Context: an optimization exercise on an open-source flow, tuned for a short achievable clock period and few clock cycles. The choices shown serve that exercise and are no tape-out recipe.
The RTL was checked by simulation tests, not by an equivalence proof against the original design.

## amber
==> flow/design.v (excerpt) <==
module ycpu_core (
    input  wire        clk,
    input  wire        rst,           
    output reg         bus_req,
    output reg         bus_we,
    output reg  [1:0]  bus_sel,       
    output reg  [14:0] bus_addr,
    output reg  [7:0]  bus_wdata,
    input  wire        bus_ack,
    input  wire        bus_err,
    input  wire [7:0]  bus_rdata,
    output wire        halted,
    output wire        fault,
    output wire [7:0]  pc_out
);
    localparam [3:0] OP_NOP = 4'd0,  OP_AND = 4'd1,  OP_OR  = 4'd2,  OP_NOT = 4'd3,
                     OP_ADD = 4'd4,  OP_SUB = 4'd5,  OP_MUL = 4'd6,  OP_DIV = 4'd7,
                     OP_SHL = 4'd8,  OP_SHR = 4'd9,  OP_ROL = 4'd10, OP_ROR = 4'd11,
                     OP_CPY = 4'd12, OP_CEQ = 4'd13, OP_CGT = 4'd14, OP_CLT = 4'd15;
    localparam [1:0] SEL_IMEM = 2'd0, SEL_DMEM = 2'd1, SEL_DEV = 2'd2;
    localparam [6:0] Q_F0 = 7'b1000000, Q_F1 = 7'b0100000, Q_F2 = 7'b0010000,
                     Q_L1 = 7'b0001000, Q_L2 = 7'b0000100, Q_EX = 7'b0000010,
                     Q_ST = 7'b0000001, Q_NONE = 7'b0000000;
    reg [6:0] st;
    wire st_f0 = st[6], st_f1 = st[5], st_f2 = st[4], st_l1 = st[3],
         st_l2 = st[2], st_ex = st[1], st_st = st[0];
    reg [7:0] pc;         
    reg [7:0] ibank;
    reg [7:0] dbank;
    reg [7:0] ir;         
    reg [7:0] a1, a2;     
    reg [7:0] b1, b2;     
    reg       err;
    reg       halted_r;
    reg       fault_r;
    reg [1:0] dcnt;       
    reg       ex_first;   
    reg       ex_dset;    
    reg [7:0] damag;      
    reg [7:0] drem;       
    reg [7:0] dnum;       
    reg [7:0] dden;       
    reg [7:0] dquo;       
    reg       dneg;       
  ...
For scale: roughly 2700 cells after synthesis, ~140 flip-flops, about 18000 um^2 of cells after synthesis.
==> flow/config.mk <==
export PLATFORM = sky130hd
export DESIGN_NAME = ycpu_core
export DESIGN_NICKNAME = ycpu_core
export VERILOG_FILES = /design/flow/design.v
export SDC_FILE = /design/flow/constraint.sdc
export NUM_CORES = 4
export LEC_CHECK = 0
export CAP_MARGIN = 20
export CORE_MARGIN = 2
export CORE_UTILIZATION = 40
export SLEW_MARGIN = 20
==> flow/constraint.sdc <==
create_clock -name core_clock -period 15.0 [get_ports {clk}]
set_input_delay 3.0000 -clock core_clock [delete_from_list [all_inputs] [get_ports {clk}]]
set_output_delay 3.0000 -clock core_clock [all_outputs]
set_load 0.01 [all_outputs]
standard.sh (not shown) runs the stock make flow with config.mk's settings and CLKGATE_MAP_FILE= SYNTH_SCRIPT=/design/flow/synth_recipe.tcl, a recipe that flattens the netlist after the stock synthesis.
==> flow/flow/run.sh <==
#!/bin/bash
# Standard ORFS layout with two changes to how it is made:
#  - synthesis leaves adders to ABC instead of mapping them to full-adder
#    cells first (ADDER_MAP_FILE empty), so they are timing-optimised like
#    the rest of the logic; registers are unchanged;
#  - timing repair aims well past the clock period (SETUP_SLACK_MARGIN 11.5),
#    so that the achieved period shrinks.
# Full tool output goes to the ORFS logs (orfs/logs/...) and to standard.log.
set -euo pipefail
bash standard.sh finish SETUP_SLACK_MARGIN=11.5 ADDER_MAP_FILE= > standard.log 2>&1
Testbench counts of amber, summed over its fixed seeds: cycles 46,032.
Setup changes, amber to sierra
diff --git a/flow/design.v b/flow/design.v
--- a/flow/design.v
+++ b/flow/design.v
@@ -248,17 +248,14 @@
     wire [7:0] pp3 = b2[3] ? {b1[4:0], 3'b0} : 8'd0;
     wire [7:0] pp4 = b2[4] ? {b1[3:0], 4'b0} : 8'd0;
     wire [7:0] pp5 = b2[5] ? {b1[2:0], 5'b0} : 8'd0;
     wire [7:0] pp6 = b2[6] ? {b1[1:0], 6'b0} : 8'd0;
     wire [7:0] pp7 = b2[7] ? {b1[0], 7'b0}   : 8'd0;
     wire [7:0] mul_res = add8(add8(add8(pp0, pp1), add8(pp2, pp3)),
                               add8(add8(pp4, pp5), add8(pp6, pp7)));
-    wire [7:0] yrpc3 = add8(yr, 8'd3);
-    wire [7:0] ypc3  = fail ? 8'd3 : yrpc3;
-    wire       yf3   = !fail && (yr >= 8'd123) && (yr <= 8'd252);
     wire [7:0] wpc3 = add8(bus_wdata, 8'd3);
     wire       wf3  = (bus_wdata >= 8'd123) && (bus_wdata <= 8'd252);
     reg [6:0]  n_st;
     reg        n_req, n_we;
     reg [1:0]  n_sel;
     reg [14:0] n_addr;
     reg [7:0]  n_wdata;
@@ -321,19 +318,17 @@
                 n_st = Q_L2;
             end
         end
         if (st_l1) begin
             n_b2 = ival2;
             n_ex_first = 1'b1;
             if (op_cpy) begin
-                if (!a2_core) begin
-                    {n_req, n_sel, n_addr} = r_a2;
-                    n_we = 1'b1;
-                    n_st = Q_ST;
-                end
+                {n_req, n_sel, n_addr} = r_a2;
+                n_we = 1'b1;
+                n_st = Q_ST;
             end else if (op_unary) begin
                 n_we = 1'b1;
                 n_st = Q_ST;
             end else if (a2_core) begin
                 n_req = 1'b0;
                 n_st  = Q_EX;
             end else begin
@@ -413,25 +408,14 @@
                 {n_req, n_sel, n_addr} = r_rd;
         end
         if (st_l1) begin
             n_b1  = y;
             n_err = err | fail;
             if (op_cpy) begin
                 n_wdata = y;
-                if (a2_core) begin
-                    if (a2 == 8'd0) begin
-                        finish(h & (err | fail), y, ypc3, yf3, ibank);
-                    end else if (!a2[0]) begin
-                        n_ibank = y;
-                        finish(h & (err | fail), pc, pc3, f3, y);
-                    end else begin
-                        n_dbank = y;
-                        finish(h & (err | fail), pc, pc3, f3, ibank);
-                    end
-                end
             end else if (op_unary) begin
                 n_wdata = un_l1;
             end
         end
         if (st_l2) begin
             n_b2  = y;
             n_err = err | fail;
==> run notes <==
amber has higher post-CTS resize count than sierra.
sierra vs amber: depth of the worst register-to-register path up in sierra
Number of detailed-route iterations in the first pass (higher): sierra
Cell area came out lower on sierra than on amber.
When sierra is measured against amber, its sequential share of layout area turns out 1.2 points higher.
First-pass GRT wire length: sierra vs amber down 22000 um
Testbench counts of sierra, summed over its fixed seeds: cycles 46,683.

-- afterwards: timing with drivers on the ports --
The results above use ideal ports. As a check the final layouts listed here were re-extracted and re-timed, cells and wires unchanged.
Step 1 sets driving cells, clkbuf_16 on the clock port and buf_2 on the other inputs (assumed; they add their load-dependent delay and slew).
Step 2 moves the port delays by t, midway between the first and last clock arrival at a register: inputs arrive t later, outputs are due t later. That takes back most of the time a late clock gives input paths.
Slacks: ideal / step 1 / step 2; pairs: ideal / step 1.
run | shift t [ns] | setup slack, ns | hold slack, ns | latest minus earliest clock arrival (ns)
amber | 0.540 | 10.526 / 10.522 / 9.981 | 0.563 / 0.563 / 0.563 | 0.031 / 0.031
sierra | 0.503 | 10.808 / 10.767 / 10.312 | 0.508 / 0.508 / 0.508 | 0.019 / 0.018
After both steps setup and hold are still met in every run listed. The setup slack of amber, which loses most, moves by -0.004 ns with the drivers and by -0.545 ns with both steps.
